This is an optimization exercise on Yosys and OpenROAD, whose aim is small area, a short achievable clock period and few clock cycles, not a production implementation. At most, simulation tests tie the RTL to the original design; equivalence was not proved. Power figures rest on the tool's default switching activity, not on a simulated workload.

==> flow/design.v <==
module montctx32 (
    input  wire        clk,
    input  wire        rst,       
    input  wire        start,     
    input  wire [1:0]  variant,
    input  wire [31:0] n,
    output wire        ready,
    output reg         done,
    output wire [3:0]  status,
    output wire [31:0] ninv,
    output reg  [31:0] rmodn,
    output wire [31:0] r2modn
);
    localparam [1:0] S_IDLE  = 2'd0,
                     S_SETUP = 2'd1,
                     S_RUN   = 2'd2;
    reg [1:0]  state;
    reg        ready_q;
    reg [4:0]  cnt;
    reg [31:0] n_q;
    reg [33:0] n3_q;      
    reg [1:0]  v_q;
    reg [1:0]  st_q;      
    reg        st0_q;     
    reg [31:0] r_q;       
    reg [31:0] z_q;       
    assign ready  = ready_q;
    assign status = {1'b0, st_q, st0_q};
    assign ninv   = z_q;
    assign r2modn = r_q;
    wire accept = start & ready_q;
    reg [31:0] maxmod;
    always @(*) begin
        case (v_q)
            2'd0: maxmod = 32'hFFFF_FFFF;
            2'd1: maxmod = 32'h7FFF_FFFF;
            2'd2: maxmod = 32'h3FFF_FFFF;
            default: maxmod = 32'h2AAA_AAA9;
        endcase
    end
    wire is_even  = ~n_q[0];
    wire is_one   = (n_q == 32'd1);
    wire is_range = (n_q > maxmod);
    wire bad      = is_even | is_one | is_range;
    wire [31:0] smear;
    genvar g;
    generate
        for (g = 0; g < 32; g = g + 1) begin : g_smear
            assign smear[g] = |n_q[31:g];
        end
    endgenerate
    wire [31:0] msb = smear & ~{1'b0, smear[31:1]};   
    wire l_even = |(msb & 32'hAAAA_AAAA);
    wire [31:0] r_init = l_even ? ((~n_q + 32'd1) & smear) : msb;
    reg  [4:0]  half;                                
    integer k;
    always @(*) begin
        half = 5'd0;
        for (k = 1; k < 32; k = k + 2)
            if (n_q[k]) half = (k + 1) >> 1;
            else if (n_q[k-1]) half = (k - 1) >> 1;
    end
    wire [33:0] r4  = {r_q, 2'b00};
    wire [34:0] c1  = {1'b0, r4} - {3'b0, n_q};
    wire [34:0] c2  = {1'b0, r4} - {2'b0, n_q, 1'b0};
    wire [34:0] c3  = {1'b0, r4} - {1'b0, n3_q};
    wire [31:0] r_next = !c3[34] ? c3[31:0] :
                         !c2[34] ? c2[31:0] :
                         !c1[34] ? c1[31:0] : r4[31:0];
    wire        d0 = z_q[0];
    wire        d1 = z_q[1] ^ (z_q[0] & n_q[1]);
    wire [31:0] dn = d1 ? (d0 ? n3_q[31:0] : {n_q[30:0], 1'b0})
                        : (d0 ? n_q : 32'd0);
    wire [31:0] z_sub = z_q - dn;
    wire [31:0] tmask;                   
    generate
        for (g = 0; g < 30; g = g + 1) begin : g_mask
            assign tmask[g] = ({cnt[3:0], 1'b0} <= 5'd29 - g);
        end
    endgenerate
    assign tmask[31:30] = 2'b00;
    wire [31:0] z_shr  = {d1, d0, z_q[31:2]};
    wire [31:0] z_sshr = {d1, d0, z_sub[31:2]};
    wire [31:0] z_next = (tmask & z_sshr) | (~tmask & z_shr);   
    always @(posedge clk) begin
        done <= 1'b0;
        n3_q <= {2'b0, n_q} + {1'b0, n_q, 1'b0};
        case (state)
            S_SETUP: begin
                r_q   <= r_init;
                z_q   <= 32'd1;
                cnt   <= half;
                st_q  <= {bad, ~is_even & ~is_one & is_range};
                st0_q <= ~is_even & is_one;
                if (bad) begin
                    done  <= 1'b1;
                    state <= S_IDLE;
                end else begin
                    state <= S_RUN;
                end
            end
            S_RUN: begin
                r_q <= r_next;
                z_q <= (cnt == 5'd15) ? 32'd1 : z_next;
                cnt <= cnt + 5'd1;
                if (cnt == 5'd16)
                    rmodn <= r_q;
                if (cnt == 5'd31) begin
                    done  <= 1'b1;
                    state <= accept ? S_SETUP : S_IDLE;
                end
            end
            default: begin
                r_q <= r_next;
                z_q <= z_next;
                if (accept)
                    state <= S_SETUP;
            end
        endcase
        if (accept) begin
            n_q <= n;
            v_q <= variant;
        end
        ready_q <= 1'b0;
        if ((state == S_IDLE & ~accept) | (state == S_SETUP & bad) |
            (state == S_RUN & cnt == 5'd31 & ~accept) |
            (state == S_RUN & cnt == 5'd30))
            ready_q <= 1'b1;
        if (rst) begin
            state   <= S_IDLE;
            done    <= 1'b0;
            ready_q <= 1'b1;
        end
    end
endmodule
make LEC_CHECK=0 ABC_CLOCK_PERIOD_IN_PS=3000 CAP_MARGIN=20 CORE_MARGIN=2 CORE_UTILIZATION=40 SETUP_SLACK_MARGIN=1.8 SLEW_MARGIN=20 finish   # period 5.0 ns
run.sh (not shown) runs the stock make flow with config.mk's settings and CLKGATE_MAP_FILE= SYNTH_SCRIPT=/design/flow/synth_recipe.tcl, a recipe that flattens the netlist after the stock synthesis.
The baseline finished with timing, DRC and antenna clean.
Next try:
--- a/flow/config.mk
+++ b/flow/config.mk
@@ -6,8 +6,6 @@
 export NUM_CORES = 4
 export LEC_CHECK = 0
-export ABC_CLOCK_PERIOD_IN_PS = 3000
 export CAP_MARGIN = 20
 export CORE_MARGIN = 2
 export CORE_UTILIZATION = 40
-export SETUP_SLACK_MARGIN = 1.8
 export SLEW_MARGIN = 20
The changed run completed with no timing, DRC or antenna violations.
Design area is lower by 17%.
Register-to-register slack loses 780 ps.
Combinational power went down by 30%.
Worst setup slack gets worse by 780 ps.
Sequential power stays flat.
Sequential share of layout area climbs by 3.7 points.
Function was not checked in any run of this note: the RTL went through the layout flow alone.


montctx32, a different RTL version from the one above (not shown whole).
Size in the first run: roughly 210 flip-flops, roughly 140 I/O pins, roughly 15000 um^2 of cells after synthesis.
==> flow/config.mk <==
export PLATFORM = sky130hd
export DESIGN_NAME = montctx32
export DESIGN_NICKNAME = montctx32
export VERILOG_FILES = /design/flow/design.v
export SDC_FILE = /design/flow/constraint.sdc
export NUM_CORES = 4
export LEC_CHECK = 0
export CAP_MARGIN = 20
export CORE_MARGIN = 2
export CORE_UTILIZATION = 60
export SETUP_SLACK_MARGIN = 2.4
export SLEW_MARGIN = 20
export TNS_END_PERCENT = 0
==> flow/constraint.sdc <==
create_clock -name core_clock -period 5.0 [get_ports {clk}]
set_input_delay 1.0000 -clock core_clock [delete_from_list [all_inputs] [get_ports {clk}]]
set_output_delay 1.0000 -clock core_clock [all_outputs]
set_load 0.01 [all_outputs]
Testbench counts at the start, summed over its fixed seeds: cycles 41,451.
Edit:
--- a/flow/config.mk
+++ b/flow/config.mk
@@ -9,3 +9,3 @@
 export CORE_MARGIN = 2
-export CORE_UTILIZATION = 60
+export CORE_UTILIZATION = 40
 export SETUP_SLACK_MARGIN = 2.4
What happened: Total power drops by 0.36%. Register-to-register slack barely changes. Clock-buffer cell count climbs by 5. Sequential power climbs by about 1%.
Edit:
--- a/flow/config.mk
+++ b/flow/config.mk
@@ -9,3 +9,3 @@
 export CORE_MARGIN = 2
-export CORE_UTILIZATION = 40
+export CORE_UTILIZATION = 55
 export SETUP_SLACK_MARGIN = 2.4
Result: Wire length increases by 4.8%; worst hold slack loses 0.0096 ns; count of clock-buffer cells in the layout came out lower by 7; via count goes up by 3.8%; flip-flop and latch count stays the same; design area increases by 0.94%.

## afterwards: timing with drivers on the ports
No port has a modelled driver above. Below, the same layouts with a new extraction and two added sets of constraints. Step 1: set_driving_cell puts a clkbuf_16 on clk and a buf_2 on each other input, an assumption about the parent block. Step 2 adds t to the input delays and takes it off the output delays; t is the mean of the earliest and latest rising clock arrival at the registers after step 1. Input paths then give back, and output paths get back, about the clock's delay inside the block. a / b / c = ideal ports / drivers / drivers and shift; a / b = the first two.
run	shift t [ns]	slack for setup (ns)	worst setup path at the end	slew at the worst register clock pin (ns)	cell pins on the clock port's net
the first run of note 1	0.530	1.341 / 1.341 / 1.341	register to register	0.08 / 0.08	1
the second run of note 1	0.516	0.560 / 0.560 / 0.560	register to register	0.08 / 0.08	1
the first run of note 2	0.574	1.726 / 1.726 / 1.726	register to register	0.06 / 0.06	1
the second run of note 2	0.582	1.720 / 1.720 / 1.720	register to register	0.06 / 0.06	1
the third run of note 2	0.589	1.827 / 1.827 / 1.827	register to register	0.07 / 0.07	1
After both steps setup and hold are still met in every run listed.
